From an optimization exercise on the open Yosys and OpenROAD flow, aimed at small area, a short achievable clock period and few clock cycles per item; shortcuts taken in it are not production practice. The RTL was checked by simulation tests, not by an equivalence proof against the original design. Power figures rest on the tool's default switching activity, not on a simulated workload.

==> job 4005 <==
==> flow/design.v (excerpt) <==
module rgb_ir_block (
    input  wire        clk,
    input  wire        rst,           
    input  wire        op_valid,
    output wire        op_ready,
    input  wire [31:0] op_word,
    output reg         res_valid,     
    output reg  [7:0]  res_data,
    output wire        ir_valid,      
    output wire        ir_repeat,
    output wire [15:0] ir_addr,
    output wire [7:0]  ir_cmd,
    output wire [9:0]  duty_r,        
    output wire [9:0]  duty_g,
    output wire [9:0]  duty_b,
    output wire [2:0]  ch_en,
    output wire        gen_run,
    output wire        frame_ready,
    output reg         refused
);
    wire [3:0] op      = op_word[31:28];
    wire       z27_17  = (op_word[27:17] == 11'd0);
    wire       z16     = !op_word[16];
    wire       z15_8   = (op_word[15:8] == 8'd0);
    wire       z7_0    = (op_word[7:0] == 8'd0);
    wire       z27_8   = z27_17 && z16 && z15_8;
    wire       z27_0   = z27_8 && z7_0;
    wire is_out_write = (op_word[31:30] == 2'b11);
    wire is_edge      = (op == 4'h1) && z27_17;
    wire is_tick      = (op == 4'h2) && z27_17 && z16;
    wire is_deframe   = (op == 4'h3) && z27_0;
    wire is_enq       = (op == 4'h4) && z27_8;
    wire is_deq       = (op == 4'h5) && z27_0;
    wire is_rollover  = (op == 4'h6) && z27_0;
    wire is_drain     = (op == 4'h7) && z27_0;
    wire is_pwr_off   = (op == 4'h8) && z27_0;
    wire is_pwr_on    = (op == 4'h9) && z27_0;
    wire is_legal = is_out_write | is_edge | is_tick | is_deframe | is_enq |
                    is_deq | is_rollover | is_drain | is_pwr_off | is_pwr_on;
    wire busy_next;       
    wire ir_stall_next;   
    wire busy;
    reg  ready_r;         
    reg  en_r;            
    assign op_ready = ready_r;
    wire go = op_valid && en_r;
    wire refused_next = refused || (go && !is_legal);
    always @(posedge clk) begin
        if (rst) begin
            refused <= 1'b0;
            ready_r <= 1'b1;
            en_r    <= 1'b1;
        end else begin
            refused <= refused_next;
            ready_r <= !busy_next && !ir_stall_next;
            en_r    <= !busy_next && !ir_stall_next && !refused_next;
        end
    end
    wire [7:0] head;
    wire [7:0] ticks;
    ir_decoder u_ir (
        .clk         (clk),
        .rst         (rst),
  ...
make LEC_CHECK=0 ABC_AREA=1 CAP_MARGIN=20 CORE_MARGIN=2 CORE_UTILIZATION=40 SETUP_SLACK_MARGIN=4.3 SLEW_MARGIN=20 SYNTH_MEMORY_MAX_BITS=65536 TNS_END_PERCENT=20 finish   # period 6.5 ns
run.sh (not shown) runs the stock make flow with config.mk's settings and CLKGATE_MAP_FILE= SYNTH_SCRIPT=/design/flow/synth_recipe.tcl, a recipe that flattens the netlist after the stock synthesis.
==> inputs of job 1165, as changes to job 4005 <==
Settings changed: CORE_UTILIZATION 40 to 60, SETUP_SLACK_MARGIN 4.3 to 4.0, TNS_END_PERCENT 20 to 100.
==> comparison table <==
| metric | job 1165 | job 4005 |
|---|---|---|
| Seq pwr share | 38.9% | 38.5% |
| Final worst path period need | 3.04 ns | 2.64 ns |
| Result of the run | finished clean | finished clean |
| Area of the die | 0.0298 mm2 | 0.0444 mm2 |
| Area taken by flip-flops and latches | 0.00713 mm2 | 0.00715 mm2 |
| Maximum fanout along the worst path | 18 | 4 |
| Most used cell, CP | sky130_fd_sc_hd__nand4_1 | sky130_fd_sc_hd__nand2_1 |
| Iteration-0 DRC count of the detailed router | 3647 | 2079 |
| Cts bufs inserted | 29 | 31 |
| CTS-repair resized insts | 404 | 494 |
| Layout clock area frac | 4.45% | 4.72% |
| Met3 layer usage reported by global route | 9.63% | 5.68% |
| Crit path depth | 9 | 15 |
| Layout clock buffers | 35 | 45 |
| Global-route wire length before repair | 101000 um | 107000 um |
| Final nets | 2666 | 2653 |
Testbench counts of job 4005, summed over its fixed seeds: cycles 167,566, ops 160,000.
Testbench counts of job 1165, summed over its fixed seeds: cycles 167,566, ops 160,000.

---

==> run M <==
Another version of the RTL of rgb_ir_block (not shown whole).
==> module cmd_queue, before the edit <==
module cmd_queue (
    input  wire       clk,
    input  wire       rst,
    input  wire       do_enq,
    input  wire [7:0] enq_byte,
    input  wire       do_deq,
    output wire [7:0] head
);
    reg [7:0] slot [0:14];
    reg [3:0] wr;
    reg [3:0] rd;
    reg       full;
    wire       empty = (wr == rd) && !full;
    wire [3:0] wr_n  = (wr == 4'd14) ? 4'd0 : wr + 4'd1;
    wire [3:0] rd_n  = (rd == 4'd14) ? 4'd0 : rd + 4'd1;
    assign head = empty ? 8'h00 : slot[rd];
    always @(posedge clk) begin
        if (!full)
            slot[wr] <= enq_byte;
    end
    always @(posedge clk) begin
        if (rst) begin
            wr   <= 4'd0;
            rd   <= 4'd0;
            full <= 1'b0;
        end else begin
            if (do_enq && !full) begin
                wr <= wr_n;
                if (wr_n == rd)
                    full <= 1'b1;
            end
            if (do_deq && !empty) begin
                rd   <= rd_n;
                full <= 1'b0;
            end
        end
    end
endmodule
==> module rgb_ir_block, before the edit <==
module rgb_ir_block (
    input  wire        clk,
    input  wire        rst,           
    input  wire        op_valid,
    output wire        op_ready,
    input  wire [31:0] op_word,
    output reg         res_valid,     
    output reg  [7:0]  res_data,
    output wire        ir_valid,      
    output wire        ir_repeat,
    output wire [15:0] ir_addr,
    output wire [7:0]  ir_cmd,
    output wire [9:0]  duty_r,        
    output wire [9:0]  duty_g,
    output wire [9:0]  duty_b,
    output wire [2:0]  ch_en,
    output wire        gen_run,
    output wire        frame_ready,
    output reg         refused
);
    wire [3:0] op      = op_word[31:28];
    wire       z27_17  = (op_word[27:17] == 11'd0);
    wire       z16     = !op_word[16];
    wire       z15_8   = (op_word[15:8] == 8'd0);
    wire       z7_0    = (op_word[7:0] == 8'd0);
    wire       z27_8   = z27_17 && z16 && z15_8;
    wire       z27_0   = z27_8 && z7_0;
    wire is_out_write = (op_word[31:30] == 2'b11);
    wire is_edge      = (op == 4'h1) && z27_17;
    wire is_tick      = (op == 4'h2) && z27_17 && z16;
    wire is_deframe   = (op == 4'h3) && z27_0;
    wire is_enq       = (op == 4'h4) && z27_8;
    wire is_deq       = (op == 4'h5) && z27_0;
    wire is_rollover  = (op == 4'h6) && z27_0;
    wire is_drain     = (op == 4'h7) && z27_0;
    wire is_pwr_off   = (op == 4'h8) && z27_0;
    wire is_pwr_on    = (op == 4'h9) && z27_0;
    wire is_legal = is_out_write | is_edge | is_tick | is_deframe | is_enq |
                    is_deq | is_rollover | is_drain | is_pwr_off | is_pwr_on;
    wire busy_next;       
    wire ir_stall_next;   
    wire busy;
    reg  ready_r;         
    reg  en_r;            
    assign op_ready = ready_r;
    wire go = op_valid && en_r;
    wire refused_next = refused || (go && !is_legal);
    always @(posedge clk) begin
        if (rst) begin
            refused <= 1'b0;
            ready_r <= 1'b1;
            en_r    <= 1'b1;
        end else begin
            refused <= refused_next;
            ready_r <= !busy_next && !ir_stall_next;
            en_r    <= !busy_next && !ir_stall_next && !refused_next;
        end
    end
    wire [7:0] head;
    wire [7:0] ticks;
    ir_decoder u_ir (
        .clk         (clk),
        .rst         (rst),
        .do_edge     (go && is_edge),
        .edge_pol    (op_word[16]),
        .do_tick     (go && is_tick),
        .ts          (op_word[15:0]),
        .do_deframe  (go && is_deframe),
        .frame_ready (frame_ready),
        .out_valid   (ir_valid),
        .out_repeat  (ir_repeat),
        .out_addr    (ir_addr),
        .out_cmd     (ir_cmd),
        .stall_next  (ir_stall_next)
    );
    cmd_queue u_queue (
        .clk       (clk),
        .rst       (rst),
        .do_enq    (go && is_enq),
        .enq_byte  (op_word[7:0]),
        .do_deq    (go && is_deq),
        .head      (head)
    );
    out_stage u_out (
        .clk         (clk),
        .rst         (rst),
        .do_write    (go && is_out_write),
        .v_r         (op_word[29:20]),
        .v_g         (op_word[19:10]),
        .v_b         (op_word[9:0]),
        .do_rollover (go && is_rollover),
        .do_drain    (go && is_drain),
        .do_pwr_off  (go && is_pwr_off),
        .do_pwr_on   (go && is_pwr_on),
        .comm_r      (duty_r),
        .comm_g      (duty_g),
        .comm_b      (duty_b),
        .ch_en       (ch_en),
        .gen_run     (gen_run),
        .ticks       (ticks),
        .busy        (busy),
        .busy_next   (busy_next)
    );
    always @(posedge clk) begin
        if (rst)
            res_valid <= 1'b0;
        else
            res_valid <= go && (is_deq || is_drain);
        res_data <= op_word[29] ? ticks : head;
    end
endmodule
==> module ir_decoder, before the edit <==
module ir_decoder (
    input  wire        clk,
    input  wire        rst,
    input  wire        do_edge,      
    input  wire        edge_pol,     
    input  wire        do_tick,      
    input  wire [15:0] ts,           
    input  wire        do_deframe,   
    output reg         frame_ready,
    output reg         out_valid,    
    output reg         out_repeat,   
    output wire [15:0] out_addr,
    output wire [7:0]  out_cmd,
    output wire        stall_next    
);
    localparam [15:0] ACCEPTED_ADDRESS = 16'hEF00;
    localparam [2:0]  REPEAT_CAP = 3'd4;
    localparam [15:0] START_LO  = 16'd4500;
    localparam [15:0] START_HI  = 16'd13500;
    localparam [15:0] LEAD_LO   = 16'd1125;
    localparam [15:0] LEAD_HI   = 16'd6750;
    localparam [15:0] LEAD_MID  = 16'd3375;
    localparam [15:0] BITP_LO   = 16'd282;
    localparam [15:0] BITP_HI   = 16'd843;
    localparam [15:0] PAUSE_LO  = 16'd282;
    localparam [15:0] PAUSE_HI  = 16'd2531;
    localparam [15:0] PAUSE_MID = 16'd1125;
    reg  [15:0] baseline;
    reg         e_valid;      
    reg         e_pol;
    reg  [15:0] e_d;          
    reg  [6:0]  pos;
    reg  [7:0]  cmd_sr;       
    reg         addr_ok;      
    reg         chk_ok;       
    reg  [2:0]  repeat_cnt;
    reg         last_ok;      
    reg  [7:0]  last_cmd;
    assign out_addr = ACCEPTED_ADDRESS;
    assign out_cmd  = last_cmd;
    wire [15:0] nb = ~baseline;
    wire [15:0] sg = ts & nb;
    wire [15:0] sp = ts ^ nb;
    wire [16*5-1:0] pg;      
    wire [16*5-1:0] pp;      
    assign pg[15:0] = {sg[15:1], sg[0] | sp[0]};    
    assign pp[15:0] = sp;
    genvar l, i;
    generate
        for (l = 0; l < 4; l = l + 1) begin : g_lvl
            for (i = 0; i < 16; i = i + 1) begin : g_bit
                if (i >= (1 << l)) begin : g_op
                    assign pg[16*(l+1)+i] = pg[16*l+i] |
                                            (pp[16*l+i] & pg[16*l+i-(1<<l)]);
                    assign pp[16*(l+1)+i] = pp[16*l+i] & pp[16*l+i-(1<<l)];
                end else begin : g_pass
                    assign pg[16*(l+1)+i] = pg[16*l+i];
                    assign pp[16*(l+1)+i] = pp[16*l+i];
                end
            end
        end
    endgenerate
    wire [15:0] ts_d = sp ^ {pg[16*4 +: 15], 1'b1};
    wire [15:0] d     = e_d;
    wire        pulse = e_pol;
    wire start_ok  = pulse  && d >= START_LO && d <= START_HI;
    wire lead_ok   = !pulse && d >= LEAD_LO  && d <= LEAD_HI;
    wire lead_rep  = d < LEAD_MID;
    wire bitp_ok   = pulse  && d >= BITP_LO  && d <= BITP_HI;
    wire pause_ok  = !pulse && d >= PAUSE_LO && d <= PAUSE_HI;
    wire pause_bit = !(d < PAUSE_MID);
    wire [6:0]  pm3   = pos - 7'd3;
    wire [4:0]  bit_k = pm3[5:1];
    reg  [6:0] pos_e;
    always @(*) begin
        if (pos == 7'd0)
            pos_e = start_ok ? 7'd1 : 7'd0;
        else if (pos == 7'd1)
            pos_e = (lead_ok && !lead_rep) ? 7'd2 : 7'd0;
        else if (!pos[0])
            pos_e = bitp_ok ? pos + 7'd1 : 7'd0;
        else
            pos_e = pause_ok ? pos + 7'd1 : 7'd0;
    end
    always @(posedge clk) begin
        e_pol <= edge_pol;
        e_d   <= ts_d;
    end
    wire e_act = e_valid && !frame_ready;
    wire [6:0] pos_after = e_act ? pos_e : pos;
    wire       rep_hit   = e_act && pos == 7'd1 && lead_ok && lead_rep &&
                           repeat_cnt < REPEAT_CAP;
    wire [2:0] rcnt_after = rep_hit ? 3'd0 : repeat_cnt;
    assign stall_next = do_edge && !frame_ready &&
                        ((pos_after == 7'd1 && last_ok && repeat_cnt < REPEAT_CAP) ||
                         pos_after == 7'd65);
    always @(posedge clk) begin
        if (rst) begin
            baseline    <= 16'd0;
            e_valid     <= 1'b0;
            pos         <= 7'd0;
            frame_ready <= 1'b0;
            cmd_sr      <= 8'd0;
            addr_ok     <= 1'b0;
            chk_ok      <= 1'b0;
            repeat_cnt  <= REPEAT_CAP;
            last_ok     <= 1'b0;
            last_cmd    <= 8'd0;
            out_valid   <= 1'b0;
            out_repeat  <= 1'b0;
        end else begin
            out_valid <= 1'b0;
            e_valid <= do_edge;
            if (do_edge || do_tick)
                baseline <= ts;
            if (e_act) begin
                pos <= pos_e;
                if (rep_hit) begin
                    repeat_cnt <= 3'd0;
                    if (last_ok) begin
                        out_valid  <= 1'b1;
                        out_repeat <= 1'b1;
                    end
                end
                if (pos != 7'd1 && pos[0] && pause_ok) begin
                    if (!bit_k[4]) begin
                        addr_ok <= (addr_ok || bit_k == 5'd0) &&
                                   (pause_bit == ACCEPTED_ADDRESS[bit_k[3:0]]);
                    end else if (!bit_k[3]) begin
                        cmd_sr <= {pause_bit, cmd_sr[7:1]};
                    end else begin
                        chk_ok <= (chk_ok || bit_k == 5'd24) &&
                                  (pause_bit != cmd_sr[0]);
                        cmd_sr <= {cmd_sr[0], cmd_sr[7:1]};
                    end
                    if (pos == 7'd65)
                        frame_ready <= 1'b1;
                end
            end
            if (do_tick) begin
                if (rcnt_after < REPEAT_CAP)
                    repeat_cnt <= rcnt_after + 3'd1;
                pos <= 7'd0;
            end
            if (do_deframe && frame_ready) begin
                if (chk_ok) begin
                    last_cmd   <= cmd_sr;
                    last_ok    <= addr_ok;
                    repeat_cnt <= 3'd0;
                    if (addr_ok) begin
                        out_valid  <= 1'b1;
                        out_repeat <= 1'b0;
                    end
                end
                frame_ready <= 1'b0;
                pos         <= 7'd0;
            end
        end
    end
endmodule
clock: 6.5 ns
lec_check: 0
abc_area: 1
cap_margin: 20
core_margin: 2
core_utilization: 40
setup_slack_margin: 4.0
slew_margin: 20
synth_memory_max_bits: 65536
tns_end_percent: 0
==> inputs of run G, as changes to run M <==
--- a/flow/design.v
+++ b/flow/design.v
@@ -2131,7 +2131,7 @@
     wire [3:0] rd_n  = (rd == 4'd14) ? 4'd0 : rd + 4'd1;
     assign head = empty ? 8'h00 : slot[rd];
     always @(posedge clk) begin
-        if (!full)
+        if (do_enq && !full)
             slot[wr] <= enq_byte;
     end
     always @(posedge clk) begin
@@ -2342,10 +2342,15 @@
         .busy_next   (busy_next)
     );
     always @(posedge clk) begin
-        if (rst)
+        if (rst) begin
             res_valid <= 1'b0;
-        else
+            res_data  <= 8'd0;
+        end else begin
             res_valid <= go && (is_deq || is_drain);
-        res_data <= op_word[29] ? ticks : head;
+            if (go && is_deq)
+                res_data <= head;
+            else if (go && is_drain)
+                res_data <= ticks;
+        end
     end
 endmodule
TNS_END_PERCENT = default   (was 0)
==> inputs of run R, as changes to run M <==
--- a/flow/design.v
+++ b/flow/design.v
@@ -2051,19 +2051,31 @@
                         ((pos_after == 7'd1 && last_ok && repeat_cnt < REPEAT_CAP) ||
                          pos_after == 7'd65);
     always @(posedge clk) begin
+        if (e_act && pos != 7'd1 && pos[0] && pause_ok) begin
+            if (!bit_k[4]) begin
+                addr_ok <= (addr_ok || bit_k == 5'd0) &&
+                           (pause_bit == ACCEPTED_ADDRESS[bit_k[3:0]]);
+            end else if (!bit_k[3]) begin
+                cmd_sr <= {pause_bit, cmd_sr[7:1]};
+            end else begin
+                chk_ok <= (chk_ok || bit_k == 5'd24) &&
+                          (pause_bit != cmd_sr[0]);
+                cmd_sr <= {cmd_sr[0], cmd_sr[7:1]};
+            end
+        end
+        if (frame_ready && chk_ok)
+            last_cmd <= cmd_sr;
+        out_repeat <= rep_hit;
+    end
+    always @(posedge clk) begin
         if (rst) begin
             baseline    <= 16'd0;
             e_valid     <= 1'b0;
             pos         <= 7'd0;
             frame_ready <= 1'b0;
-            cmd_sr      <= 8'd0;
-            addr_ok     <= 1'b0;
-            chk_ok      <= 1'b0;
             repeat_cnt  <= REPEAT_CAP;
             last_ok     <= 1'b0;
-            last_cmd    <= 8'd0;
             out_valid   <= 1'b0;
-            out_repeat  <= 1'b0;
         end else begin
             out_valid <= 1'b0;
             e_valid <= do_edge;
@@ -2073,41 +2085,24 @@
                 pos <= pos_e;
                 if (rep_hit) begin
                     repeat_cnt <= 3'd0;
-                    if (last_ok) begin
-                        out_valid  <= 1'b1;
-                        out_repeat <= 1'b1;
-                    end
-                end
-                if (pos != 7'd1 && pos[0] && pause_ok) begin
-                    if (!bit_k[4]) begin
-                        addr_ok <= (addr_ok || bit_k == 5'd0) &&
-                                   (pause_bit == ACCEPTED_ADDRESS[bit_k[3:0]]);
-                    end else if (!bit_k[3]) begin
-                        cmd_sr <= {pause_bit, cmd_sr[7:1]};
-                    end else begin
-                        chk_ok <= (chk_ok || bit_k == 5'd24) &&
-                                  (pause_bit != cmd_sr[0]);
-                        cmd_sr <= {cmd_sr[0], cmd_sr[7:1]};
-                    end
-                    if (pos == 7'd65)
-                        frame_ready <= 1'b1;
+                    if (last_ok)
+                        out_valid <= 1'b1;
                 end
+                if (pos == 7'd65 && pause_ok)
+                    frame_ready <= 1'b1;
             end
             if (do_tick) begin
                 if (rcnt_after < REPEAT_CAP)
                     repeat_cnt <= rcnt_after + 3'd1;
                 pos <= 7'd0;
             end
+            if (frame_ready && chk_ok) begin
+                last_ok    <= addr_ok;
+                repeat_cnt <= 3'd0;
+            end
             if (do_deframe && frame_ready) begin
-                if (chk_ok) begin
-                    last_cmd   <= cmd_sr;
-                    last_ok    <= addr_ok;
-                    repeat_cnt <= 3'd0;
-                    if (addr_ok) begin
-                        out_valid  <= 1'b1;
-                        out_repeat <= 1'b0;
-                    end
-                end
+                if (chk_ok && addr_ok)
+                    out_valid <= 1'b1;
                 frame_ready <= 1'b0;
                 pos         <= 7'd0;
             end
==> flow/flow/run.sh (new file) <==
#!/bin/bash
# The standard layout, except that the port buffers that buffer_ports
# inserts are plain buf_2 cells rather than the delay cells it picks by
# default. make's full output goes to standard.log; ORFS keeps each tool's
# log under orfs/logs/.
set -euo pipefail
export BUFFER_PORTS_ARGS="-buffer_cell sky130_fd_sc_hd__buf_2"
bash standard.sh > standard.log 2>&1
==> flow/standard.sh (new file) <==
#!/bin/bash
# synth_recipe.tcl (not shown) runs the flow's synth.tcl, then flattens the netlist and writes it again
# the make line also repeats each setting of config.mk as NAME=value (left out here)
make -C /OpenROAD-flow-scripts/flow DESIGN_CONFIG=/design/flow/config.mk WORK_HOME=/design/flow/orfs CLKGATE_MAP_FILE= SYNTH_SCRIPT=/design/flow/synth_recipe.tcl "${@:-finish}"
removed: flow/run.sh
==> comparison table <==
Status: run M no timing/DRC/antenna violations; run R no timing/DRC/antenna violations; run G no timing/DRC/antenna violations
Leakage power: run M 0.00798 µW; run R 0.00841 µW; run G 0.00912 µW
Simple-Gate Fraction of Synth Area: run M 0.267; run R 0.273; run G 0.269
DP Area: run M 18200 µm²; run R 18000 µm²; run G 18800 µm²
Area grow syn2layout: run M 17.5%; run R 18.0%; run G 35.6%
Half-perimeter wire length after detailed placement: run M 44.4 mm; run R 48.1 mm; run G 47.2 mm
Number of global-route vias before repair: run M 16400; run R 16800; run G 17400
Area occupied by registers: run M 6950 µm²; run R 7120 µm²; run G 7000 µm²
Proportion of synthesized area in mux cells: run M 0; run R 0.000586; run G 0.00293
Clock network contribution to total cell area: run M 0.0533; run R 0.0529; run G 0.0470
Synthesized-area fraction occupied by xor and xnor cells: run M 0.0171; run R 0.0154; run G 0.0169
Overall fraction of global-route tracks in use: run M 0.289; run R 0.306; run G 0.316
Worst Hold Launch: run M u_ir.out_repeat; run R u_ir.cmd_sr[6]; run G u_ir.chk_ok
Count of multi-input combinational gates: run M 1737; run R 1734; run G 1772
Distinct cell type count of the synthesized netlist: run M 57; run R 52; run G 56
Critical Setup Path Class: run M reg -> reg; run R reg -> reg; run G in -> reg
Slowest cell delay on critical path: run M 0.56 ns; run R 0.52 ns; run G 0.28 ns
Met2 routed WL: run M 29.1 mm; run R 31.3 mm; run G 32.6 mm
Placement-stage worst setup slack: run M 2.02 ns; run R 2.33 ns; run G 1.87 ns
Testbench counts of run M, summed over its fixed seeds: cycles 167,566, ops 160,000.
Testbench counts of run G, summed over its fixed seeds: cycles 167,566, ops 160,000.
Testbench counts of run R, summed over its fixed seeds: cycles 167,566, ops 160,000.

what the ideal ports hide:
The flow's constraints put no driver on any port. The routed layouts listed below were extracted and timed again, unchanged, in two steps. Step 1 assumes that a clkbuf_16 drives the clock port and a buf_2 every other input. Step 2 times the ports against the registers' clock, not the clock port: input delays grow and output delays shrink by t, the midpoint of the rising clock arrivals with the driver on. Slacks: ideal / step 1 / step 2; pairs: ideal / step 1.
| run | shift t [ns] | setup WS [ns] | hold slack, ns | latest minus earliest clock arrival (ns) | pins driven straight from the clock port |
|---|---|---|---|---|---|
| job 4005 | 0.613 | 3.862 / 3.862 / 3.304 | 0.458 / 0.458 / 0.458 | 0.019 / 0.019 | 1 |
| job 1165 | 0.611 | 3.463 / 3.487 / 2.876 | 0.452 / 0.452 / 0.452 | 0.053 / 0.054 | 1 |
| run M | 0.625 | 3.728 / 3.698 / 3.188 | 0.454 / 0.454 / 0.454 | 0.016 / 0.016 | 1 |
| run G | 0.639 | 3.729 / 3.747 / 3.108 | 0.469 / 0.469 / 0.469 | 0.022 / 0.023 | 1 |
| run R | 0.585 | 3.759 / 3.759 / 3.260 | 0.447 / 0.447 / 0.447 | 0.023 / 0.022 | 1 |
After both steps every run listed still meets setup and hold. For run G, which loses most, drivers alone change the setup slack by +0.018 ns; drivers and shift together by -0.621 ns.
